What follows belongs to an exercise in optimizing a design on an open flow for small area, a short achievable clock period and few clock cycles; a production flow would make more cautious choices.
The RTL was checked by simulation tests, not by an equivalence proof against the original design.
Power and IR drop assume default switching activity. No driver is modelled on the clock port, so clocking that relies on it looks cheaper here than on a real chip.

Setup of try-violet:
==> flow/design.v <==
module lhb_rx #(
    parameter FRAME_CAP = 100            
) (
    input  wire        clk,
    input  wire        rst,              
    input  wire        rx_valid,
    input  wire [7:0]  rx_data,
    output wire        rx_ready,
    output wire        m_valid,
    output wire [7:0]  m_data,
    output wire        m_last,
    output wire        m_empty,          
    input  wire        m_ready,
    output wire        e_valid,
    output wire [3:0]  e_code,
    output wire [7:0]  e_arg,
    output wire [15:0] e_len,
    output wire [3:0]  e_stat,
    input  wire        e_ready
);
    localparam RD_TAP   = FRAME_CAP - 1;     
    localparam RING_LEN = FRAME_CAP + 1;     
    localparam SW       = 7;                 
    localparam [1:0] E_FRAME_OVERFLOW = 2'd1;
    localparam [1:0] E_SYNC_LOST      = 2'd2;
    localparam [1:0] E_DECODE_ERROR   = 2'd3;
    reg  [8*RING_LEN-1:0] ring;
    wire [7:0] ring_last = ring[8*RING_LEN-1 -: 8];
    wire [7:0] rd_x      = ring[8*RD_TAP+7 -: 8];       
    reg        rdy_q;                    
    reg        ib_v;                     
    reg        ib_z;                     
    reg [7:0]  ib_d;
    reg        s_start;                  
    reg        s_acc0;                   
    reg        s_accb;                   
    reg        s_end;                    
    reg [6:0]  flen;                     
    reg        f_full;                   
    reg [6:0]  wblk;                     
    reg        f_bend;                   
    reg        live;                     
    reg        wrapped;                  
    reg [SW-1:0] ostage;                 
    reg [SW-1:0] nstage;                 
    reg        f_otap;                   
    reg        f_otop;                   
    reg        f_nzero;                  
    reg        f_ntap;                   
    reg        f_ntop;                   
    reg        r_sep;                    
    reg        r_pend;                   
    reg        r_body;                   
    reg        r_skip;                   
    reg [6:0]  rblk;                     
    reg        f_rone;                   
    reg        rz_x, rz_nx;              
    reg [5:0]  wseq, rseq;
    reg [5:0]  bq0, bq1;
    reg        bqv0, bqv1;
    reg        bq_pop_q;                 
    reg        vh_q;                     
    reg        vg_q;                     
    reg        mv_q, ml_q, me_q;
    reg [7:0]  md_q;
    reg        m1_v, m1_l, m1_e;
    reg [7:0]  m1_d;
    reg        ev_q;
    reg [1:0]  ec_q;
    reg        es_q;
    reg [7:0]  ea_q;
    reg [6:0]  el_q;
    assign rx_ready = rdy_q;
    assign m_valid  = mv_q;
    assign m_data   = md_q;
    assign m_last   = ml_q;
    assign m_empty  = me_q;
    assign e_valid  = ev_q;
    assign e_code   = {2'b00, ec_q};
    assign e_arg    = ea_q;
    assign e_len    = {9'd0, el_q};
    assign e_stat   = {es_q, 3'b000};
    wire slot_free = !live || (!f_otop && !wrapped);
    wire slot_next = slot_free && f_nzero;
    wire c_sync_lost = s_start && !ib_z;
    wire c_first     = s_acc0 && !ib_z;
    wire c_end       = s_accb && ib_z;
    wire c_data      = s_accb && !ib_z && !f_full;
    wire c_overflow  = s_accb && !ib_z && f_full;
    wire c_dec_err   = c_end && !f_bend;
    wire need_err    = c_sync_lost || c_dec_err || c_overflow;
    wire c_bad       = c_dec_err || c_overflow;
    wire w_ok = (!need_err || !ev_q) &&
                (!c_first || slot_free) &&
                (!s_accb || slot_next) &&
                (!c_bad || !bqv1);
    wire w_take = ib_v && w_ok;
    wire wr_body = w_take && (c_first || c_data);
    wire wr_term = w_take && s_accb && !c_data;
    wire wr_fill = !s_accb && slot_free;
    wire wrote   = wr_body || wr_term || wr_fill;
    wire v_bad   = w_take && c_bad;
    wire e_raise = w_take && need_err;
    wire [6:0] blk_load = ib_d[7] ? 7'h7F : ib_d[6:0];
    wire at_tap  = live && f_otap;
    wire r_one   = r_sep && !rz_x && rz_nx;               
    wire r_need  = r_one || r_pend;                       
    wire r_emit  = (r_need && vg_q) || r_body;
    wire r_nx_ok = !(r_sep && !rz_x && f_ntap);           
    wire r_can   = at_tap && (!r_need || vh_q) && r_nx_ok;
    wire r_take  = r_can && (!r_emit || !m1_v);
    wire v_pop   = r_take && r_need;
    wire m_emit  = r_take && r_emit;
    wire m_pop   = !mv_q || m_ready;                      
    wire [7:0] n_d = f_rone ? 8'h00 : rd_x;
    wire n_l = rz_nx;
    wire n_e = r_sep;
    wire r_last    = r_take && f_ntap;           
    wire live_d    = wrote || (live && !r_last);
    wire [SW-1:0] ostage_d = (!live || r_last) ? {SW{1'b0}} :
                             r_take ? ostage :
                             f_otop ? {SW{1'b0}} : ostage + 1'b1;
    wire [SW-1:0] nstage_d = (wrote || f_ntop) ? {SW{1'b0}} : nstage + 1'b1;
    wire otop_d    = live && f_otap && !r_take;
    wire wrapped_d = !f_ntop && (wrapped || (live && f_otop));
    reg [5:0] bq0_d, bq1_d;
    reg       bqv0_d, bqv1_d;
    always @* begin
        if (bq_pop_q) begin
            bq0_d = bq1;  bqv0_d = bqv1;
            bq1_d = bq1;  bqv1_d = 1'b0;
        end else begin
            bq0_d = bq0;  bqv0_d = bqv0;
            bq1_d = bq1;  bqv1_d = bqv1;
        end
        if (v_bad) begin
            if (!bqv0_d) begin bq0_d = wseq; bqv0_d = 1'b1; end
            else         begin bq1_d = wseq; bqv1_d = 1'b1; end
        end
    end
    wire [5:0] wseq_d = wseq + wr_term;
    wire [5:0] rseq_d = rseq + v_pop;
    wire eq_w  = (wseq == rseq);
    wire eq_w1 = (wseq + 1'b1 == rseq);
    wire eq_b0 = (bq0 == rseq);
    wire eq_b1 = (bq1 == rseq);
    wire vh_d  = wr_term ? !eq_w1 : !eq_w;
    wire push0 = v_bad && !(bq_pop_q ? bqv1 : bqv0);    
    wire vg_d  = !(push0 ? eq_w : bqv0_d && (bq_pop_q ? eq_b1 : eq_b0));
    wire free_c  = !otop_d && !wrapped_d;
    wire wrote_c = slot_free && (!s_accb || (ib_v && f_nzero && !ev_q && !bqv1));
    wire cont_c  = wrote_c || f_ntop;
    wire ev_c    = (ib_v && need_err) || (ev_q && !e_ready);
    wire bq_c    = !bqv1 && !(bqv0 && ib_v && s_accb && (ib_z ? !f_bend : f_full));
    wire rdy_d   = free_c && cont_c && !ev_c && bq_c;
    always @(posedge clk) begin
        ring  <= {ring[8*(RING_LEN-1)-1:0],
                  wrote ? (wr_body ? ib_d : 8'h00) : ring_last};
        rz_x  <= (ring[8*(RD_TAP-1)+7 -: 8] == 8'h00);
        rz_nx <= (ring[8*(RD_TAP-2)+7 -: 8] == 8'h00);
        if (w_take || !ib_v) begin
            ib_d <= rx_data;
            ib_z <= (rx_data == 8'h00);
        end
        ostage  <= ostage_d;
        nstage  <= nstage_d;
        f_otap  <= live && !r_last && (r_take || (ostage == RD_TAP-1));
        f_otop  <= otop_d;
        f_nzero <= wrote || f_ntop;
        f_ntap  <= !wrote && (nstage == RD_TAP-1);
        f_ntop  <= !wrote && f_ntap;
        if (s_start) begin
            flen   <= 7'd0;
            f_full <= 1'b0;
        end else if (wr_body) begin
            flen   <= flen + 1'b1;
            f_full <= (flen == FRAME_CAP-1);
        end
        if (w_take && (c_first || (c_data && f_bend))) begin
            wblk   <= blk_load;
            f_bend <= (blk_load == 7'd1);
        end else if (w_take && c_data) begin
            wblk   <= wblk - 1'b1;
            f_bend <= (wblk == 7'd2);
        end
        if (r_take && (r_sep || f_rone)) begin
            rblk   <= rd_x[6:0];
            f_rone <= (rd_x[6:0] == 7'd1);
        end else if (r_take) begin
            rblk   <= rblk - 1'b1;
            f_rone <= (rblk == 7'd2);
        end
        bq0 <= bq0_d;
        bq1 <= bq1_d;
        if (m_pop) begin
            md_q <= m1_v ? m1_d : n_d;
            ml_q <= m1_v ? m1_l : n_l;
            me_q <= m1_v ? m1_e : n_e;
        end
        if (!m1_v) begin
            m1_d <= n_d;
            m1_l <= n_l;
            m1_e <= n_e;
        end
        if (!ev_q) begin
            ec_q <= c_sync_lost ? E_SYNC_LOST : c_overflow ? E_FRAME_OVERFLOW : E_DECODE_ERROR;
            es_q <= c_dec_err;
            ea_q <= c_dec_err ? 8'h00 : ib_d;
            el_q <= c_sync_lost ? 7'd0 : c_overflow ? FRAME_CAP[6:0] : flen;
        end
    end
    always @(posedge clk) begin
        if (rst) begin
            rdy_q    <= 1'b1;
            ib_v     <= 1'b0;
            s_start  <= 1'b1;
            s_acc0   <= 1'b0;
            s_accb   <= 1'b0;
            s_end    <= 1'b0;
            live     <= 1'b0;
            wrapped  <= 1'b0;
            r_sep    <= 1'b1;
            r_pend   <= 1'b0;
            r_body   <= 1'b0;
            r_skip   <= 1'b0;
            wseq     <= 6'd0;
            rseq     <= 6'd0;
            bqv0     <= 1'b0;
            bqv1     <= 1'b0;
            bq_pop_q <= 1'b0;
            vh_q     <= 1'b0;
            vg_q     <= 1'b1;
            mv_q     <= 1'b0;
            m1_v     <= 1'b0;
            ev_q     <= 1'b0;
        end else begin
            rdy_q   <= rdy_d;
            ib_v    <= (rx_valid && rdy_q) || (ib_v && !w_take);
            if (w_take) begin
                s_start <= (s_end && ib_z) || c_end;
                s_acc0  <= (s_start && ib_z) || (s_acc0 && ib_z);
                s_accb  <= c_first || c_data;
                s_end   <= c_sync_lost || c_overflow || (s_end && !ib_z);
            end
            live    <= live_d;
            wrapped <= wrapped_d;
            if (r_take) begin
                r_sep  <= (r_sep && (rz_x || rz_nx)) || (r_skip && rz_x) ||
                          ((r_pend && vg_q) || r_body) && rz_nx;
                r_pend <= r_sep && !rz_x && !rz_nx;
                r_body <= ((r_pend && vg_q) || r_body) && !rz_nx;
                r_skip <= (r_skip && !rz_x) || (r_pend && !vg_q);
            end
            wseq     <= wseq_d;
            rseq     <= rseq_d;
            bqv0     <= bqv0_d;
            bqv1     <= bqv1_d;
            bq_pop_q <= v_pop && !vg_q;
            vh_q     <= vh_d;
            vg_q     <= vg_d;
            if (m_pop) begin
                mv_q <= m1_v || m_emit;
                m1_v <= 1'b0;
            end else if (m_emit)
                m1_v <= 1'b1;
            ev_q <= e_raise || (ev_q && !e_ready);
        end
    end
endmodule
==> flow/config.mk <==
export PLATFORM = sky130hd
export DESIGN_NAME = lhb_rx
export DESIGN_NICKNAME = lhb_rx
export VERILOG_FILES = /design/flow/design.v
export SDC_FILE = /design/flow/constraint.sdc
export NUM_CORES = 4
export LEC_CHECK = 0
export CAP_MARGIN = 20
export CORE_MARGIN = 2
export CORE_UTILIZATION = 50
export CTS_CLUSTER_DIAMETER = 100
export CTS_CLUSTER_SIZE = 30
export PLACE_DENSITY = 0.65
export SLEW_MARGIN = 20
==> flow/constraint.sdc <==
create_clock -name core_clock -period 10.0 [get_ports {clk}]
set_input_delay 2.0000 -clock core_clock [delete_from_list [all_inputs] [get_ports {clk}]]
set_output_delay 2.0000 -clock core_clock [all_outputs]
set_load 0.01 [all_outputs]
standard.sh (not shown) runs the stock make flow with config.mk's settings and CLKGATE_MAP_FILE= SYNTH_SCRIPT=/design/flow/synth_recipe.tcl, a recipe that flattens the netlist after the stock synthesis.
==> flow/flow/run.sh <==
#!/bin/bash
# Layout flow: the standard ORFS flow, with the input and output port
# buffers inserted as sky130_fd_sc_hd__buf_2 instead of the default cell,
# and clock tree synthesis without dummy loads.
set -euo pipefail
export BUFFER_PORTS_ARGS="-buffer_cell sky130_fd_sc_hd__buf_2"
export CTS_ARGS="-sink_clustering_enable -repair_clock_nets -sink_clustering_size 30 -sink_clustering_max_diameter 100 -dont_use_dummy_load -distance_between_buffers 2000"
bash standard.sh finish > standard_flow.log 2>&1
try-violet: PASS, flow complete, no timing, DRC or antenna violations
Testbench counts of try-violet, summed over its fixed seeds: cycles 11,733.
Inputs modified between try-violet and try-harbor:
# try-violet
export LEC_CHECK = 0
export CAP_MARGIN = 20
export CORE_MARGIN = 2
export CORE_UTILIZATION = 50
export CTS_CLUSTER_DIAMETER = 100
export CTS_CLUSTER_SIZE = 30
export PLACE_DENSITY = 0.65
export SLEW_MARGIN = 20
create_clock -name core_clock -period 10.0 [get_ports {clk}]
# try-harbor
export LEC_CHECK = 0
export CAP_MARGIN = 20
export CORE_MARGIN = 2
export CORE_UTILIZATION = 50
export PLACE_DENSITY = 0.75
export SLEW_MARGIN = 20
create_clock -name core_clock -period 10.0 [get_ports {clk}]
--- a/flow/flow/run.sh
+++ b/flow/flow/run.sh
@@ -6,3 +6,3 @@
 export BUFFER_PORTS_ARGS="-buffer_cell sky130_fd_sc_hd__buf_2"
-export CTS_ARGS="-sink_clustering_enable -repair_clock_nets -sink_clustering_size 30 -sink_clustering_max_diameter 100 -dont_use_dummy_load -distance_between_buffers 2000"
+export CTS_ARGS="-sink_clustering_enable -repair_clock_nets -sink_clustering_size 30 -sink_clustering_max_diameter 100 -dont_use_dummy_load"
 bash standard.sh finish > standard_flow.log 2>&1
==> comparison <==
- Status | try-violet and try-harbor | clean
- Higher post-route worst setup slack among try-violet and try-harbor: try-violet
- Delta (try-harbor minus try-violet): part of the cycle the worst path needs +0.15 points, final weighted congestion of routability-driven global placement now sits higher, worst supply voltage drop on vdd up 29%.
- try-violet -> try-harbor: number of instances resized during post-cts repair delta 0, exact match
- try-harbor -> try-violet: largest buffer count on any clock path delta 0, exact match
- Global-route wire length before repair sits higher in try-harbor than in try-violet.
- In the tables for try-violet and try-harbor, initial antenna violation count reads higher with try-violet.
- Design area delta (try-harbor -> try-violet): insignificant
- try-harbor vs. try-violet: clock tree skew after final layout went up by 14 ps.
- Looking at detail-routed net length per standard cell, try-harbor sits 4.9% higher than try-violet does.
Input-level comparison between try-umber and try-harbor:
# try-harbor
export LEC_CHECK = 0
export CAP_MARGIN = 20
export CORE_MARGIN = 2
export CORE_UTILIZATION = 50
export PLACE_DENSITY = 0.75
export SLEW_MARGIN = 20
create_clock -name core_clock -period 10.0 [get_ports {clk}]
# try-umber
export LEC_CHECK = 0
export CAP_MARGIN = 20
export CORE_MARGIN = 2
export CORE_UTILIZATION = 60
export CTS_CLUSTER_DIAMETER = 100
export CTS_CLUSTER_SIZE = 30
export PLACE_DENSITY = 0.7
export SLEW_MARGIN = 20
create_clock -name core_clock -period 10.0 [get_ports {clk}]
==> flow/flow/run.sh <==
#!/bin/bash
# Layout flow: the standard ORFS flow, with the input and output port
# buffers inserted as sky130_fd_sc_hd__buf_2 instead of the default cell.
set -euo pipefail
export BUFFER_PORTS_ARGS="-buffer_cell sky130_fd_sc_hd__buf_2"
bash standard.sh finish > standard_flow.log 2>&1
### Flow results
- try-harbor completed; timing, DRC and antenna clean
- try-umber: no failed stages, no open violations at the end
- Per the comparison of try-umber with try-harbor, met1 routed wirelength after detailed routing lost about 2%, design area neither gained nor lost much, wire length of the first global-routing pass lost about 3%, average instance area after synthesis neither gained nor lost much, minimum clock period picked up an extra 23 ps.
- ea_q[3] as the worst setup path startpoint was reported by try-umber, and el_q[1] by try-harbor.
- Re register area share after synthesis: no difference whatsoever between try-umber and try-harbor.
- There was hardly any difference in peak per-stage delay on the critical path between try-harbor and try-umber.

== build 32 ==
// lhb_rx: RTL as listed in full above, without the edits since
Settings: LEC_CHECK=0, CAP_MARGIN=20, CORE_MARGIN=2, CORE_UTILIZATION=50, CTS_CLUSTER_DIAMETER=100, CTS_CLUSTER_SIZE=30, PLACE_DENSITY=0.65, SLEW_MARGIN=20; clock period 10.0 ns.
==> flow/flow/run.sh <==
#!/bin/bash
# Layout flow: the standard ORFS flow, with the input and output port
# buffers inserted as sky130_fd_sc_hd__buf_2 instead of the default cell,
# and clock tree synthesis without dummy loads.
set -euo pipefail
export BUFFER_PORTS_ARGS="-buffer_cell sky130_fd_sc_hd__buf_2"
export CTS_ARGS="-sink_clustering_enable -repair_clock_nets -sink_clustering_size 24 -sink_clustering_max_diameter 80 -dont_use_dummy_load"
bash standard.sh finish > standard_flow.log 2>&1
Testbench counts of build 32, summed over its fixed seeds: cycles 11,733.
--- input diff build 32..build 64 ---
Settings: CTS_CLUSTER_SIZE: 30 -> 18; PLACE_DENSITY: 0.65 -> 0.9; CORE_UTILIZATION: 50 -> 80; CTS_BUF_LIST: unset -> sky130_fd_sc_hd__clkbuf_8; CTS_CLUSTER_DIAMETER: 100 -> 60.
==> flow/flow/run.sh <==
#!/bin/bash
# Layout flow: the standard ORFS flow, with the input and output port
# buffers inserted as sky130_fd_sc_hd__buf_2 instead of the default cell.
set -euo pipefail
export BUFFER_PORTS_ARGS="-buffer_cell sky130_fd_sc_hd__buf_2"
bash standard.sh finish > standard_flow.log 2>&1
==> comparison <==
Multi-input gate area in the final layout delta (build 64 -> build 32): insignificant
Lower worst hold slack was reported by build 32, not build 64.
Delta (build 64 minus build 32): share of power burned in combinational logic shows an increase of 0.2 points; worst setup slack has decreased.
Measured against each other, build 64 and build 32 differ in met3 layer usage reported by global route, the lower figure coming from build 32.
Looking at launching instance or port of the critical path, the ec_q[1] result is from build 32; the ea_q[1] one comes from build 64.
A layer carrying the most global-route usage of met1 is what build 32 shows, while met2 belongs to build 64.
From build 64 to build 32, peak fanout along the critical path did not move at all.
For build 36, these inputs were changed with respect to build 64:
Settings: CTS_CLUSTER_SIZE removed (was 18); CORE_UTILIZATION changed from 80 to 40; PLACE_DENSITY changed from 0.9 to 0.6; CTS_BUF_LIST removed (was sky130_fd_sc_hd__clkbuf_8); CTS_CLUSTER_DIAMETER removed (was 60).
==> flow/flow/run.sh <==
#!/bin/bash
# Layout flow: the standard ORFS flow, with the input and output port
# buffers inserted as sky130_fd_sc_hd__buf_2 instead of the default cell,
# and clock tree synthesis without dummy loads.
set -euo pipefail
export BUFFER_PORTS_ARGS="-buffer_cell sky130_fd_sc_hd__buf_2"
export CTS_ARGS="-sink_clustering_enable -repair_clock_nets -sink_clustering_size 30 -sink_clustering_max_diameter 100 -dont_use_dummy_load"
bash standard.sh finish > standard_flow.log 2>&1
--- outcome ---
Build 36: all stages complete, timing, DRC and antenna checks passed
The higher routing usage on met1 of build 36 and build 64 is in build 64.
Build 36 vs build 64 — worst hold slack dropped 0.015 ns.
The worst vdd rail ir drop in build 64 is 1.5 times that in build 36.
Combinational cell fraction of total power for build 36: 0.2 points down relative to build 64
Setup changes, build 36 to build 61
Settings: swapping 0.6 for 0.85 in PLACE_DENSITY; putting CTS_CLUSTER_SIZE at 16 where nothing was set; putting CTS_CLUSTER_DIAMETER at 60 where nothing was set; putting CTS_BUF_LIST at sky130_fd_sc_hd__clkbuf_8 where nothing was set; swapping 40 for 70 in CORE_UTILIZATION.
==> flow/flow/run.sh <==
#!/bin/bash
# Layout flow: the standard ORFS flow, with the input and output port
# buffers inserted as sky130_fd_sc_hd__buf_2 instead of the default cell.
set -euo pipefail
export BUFFER_PORTS_ARGS="-buffer_cell sky130_fd_sc_hd__buf_2"
bash standard.sh finish > standard_flow.log 2>&1
- Build 61 completed every stage of the flow, and the final layout passed the timing, design-rule and antenna checks.
- Global-route wire length before repair ended up 13% higher on build 61 than on build 36.
- Per the comparison of build 61 with build 36, clock power share picked up an extra 1.1 points, growth of design area from synthesis to finish went down by 1.2 points, achievable frequency fell by 12 MHz, count of non-filler cells in the finished layout saw a decrease.
- Comparing build 36 and build 61, the lower via count of the first global-routing pass was measured on build 36.
- Cell area after layout | build 61 below build 36

## afterwards: timing with drivers on the ports
Ports are ideal in the flow. The routed layouts listed here were re-timed in OpenROAD. Step 1, drivers: a clkbuf_16 drives clk and a buf_2 each remaining input, both assumed. Step 2, shift: input delay + t, output delay - t, t = (earliest + latest rising clock arrival at the registers) / 2. This alone moves slack from input paths to output paths. a / b / c = no drivers / after step 1 / after step 2; a / b = the first two.
run | t, ns | setup slack, ns | worst setup path after step 2 | latest minus earliest clock arrival (ns) | slew at the worst register clock pin (ns)
try-violet | 0.605 | 6.894 / 6.841 / 6.996 | input to register | 0.027 / 0.028 | 0.11 / 0.11
try-harbor | 0.584 | 6.879 / 6.828 / 6.922 | register to register | 0.053 / 0.053 | 0.12 / 0.12
try-umber | 0.598 | 6.856 / 6.807 / 7.008 | register to register | 0.026 / 0.026 | 0.11 / 0.11
build 32 | 0.615 | 6.890 / 6.837 / 7.011 | input to register | 0.032 / 0.032 | 0.09 / 0.09
build 64 | 0.674 | 6.772 / 6.726 / 6.887 | register to register | 0.038 / 0.038 | 0.11 / 0.11
build 36 | 0.585 | 6.914 / 6.856 / 6.975 | input to register | 0.075 / 0.075 | 0.12 / 0.12
build 61 | 0.649 | 6.792 / 6.745 / 6.998 | input to register | 0.041 / 0.041 | 0.11 / 0.11
After both steps every run listed still meets setup and hold.
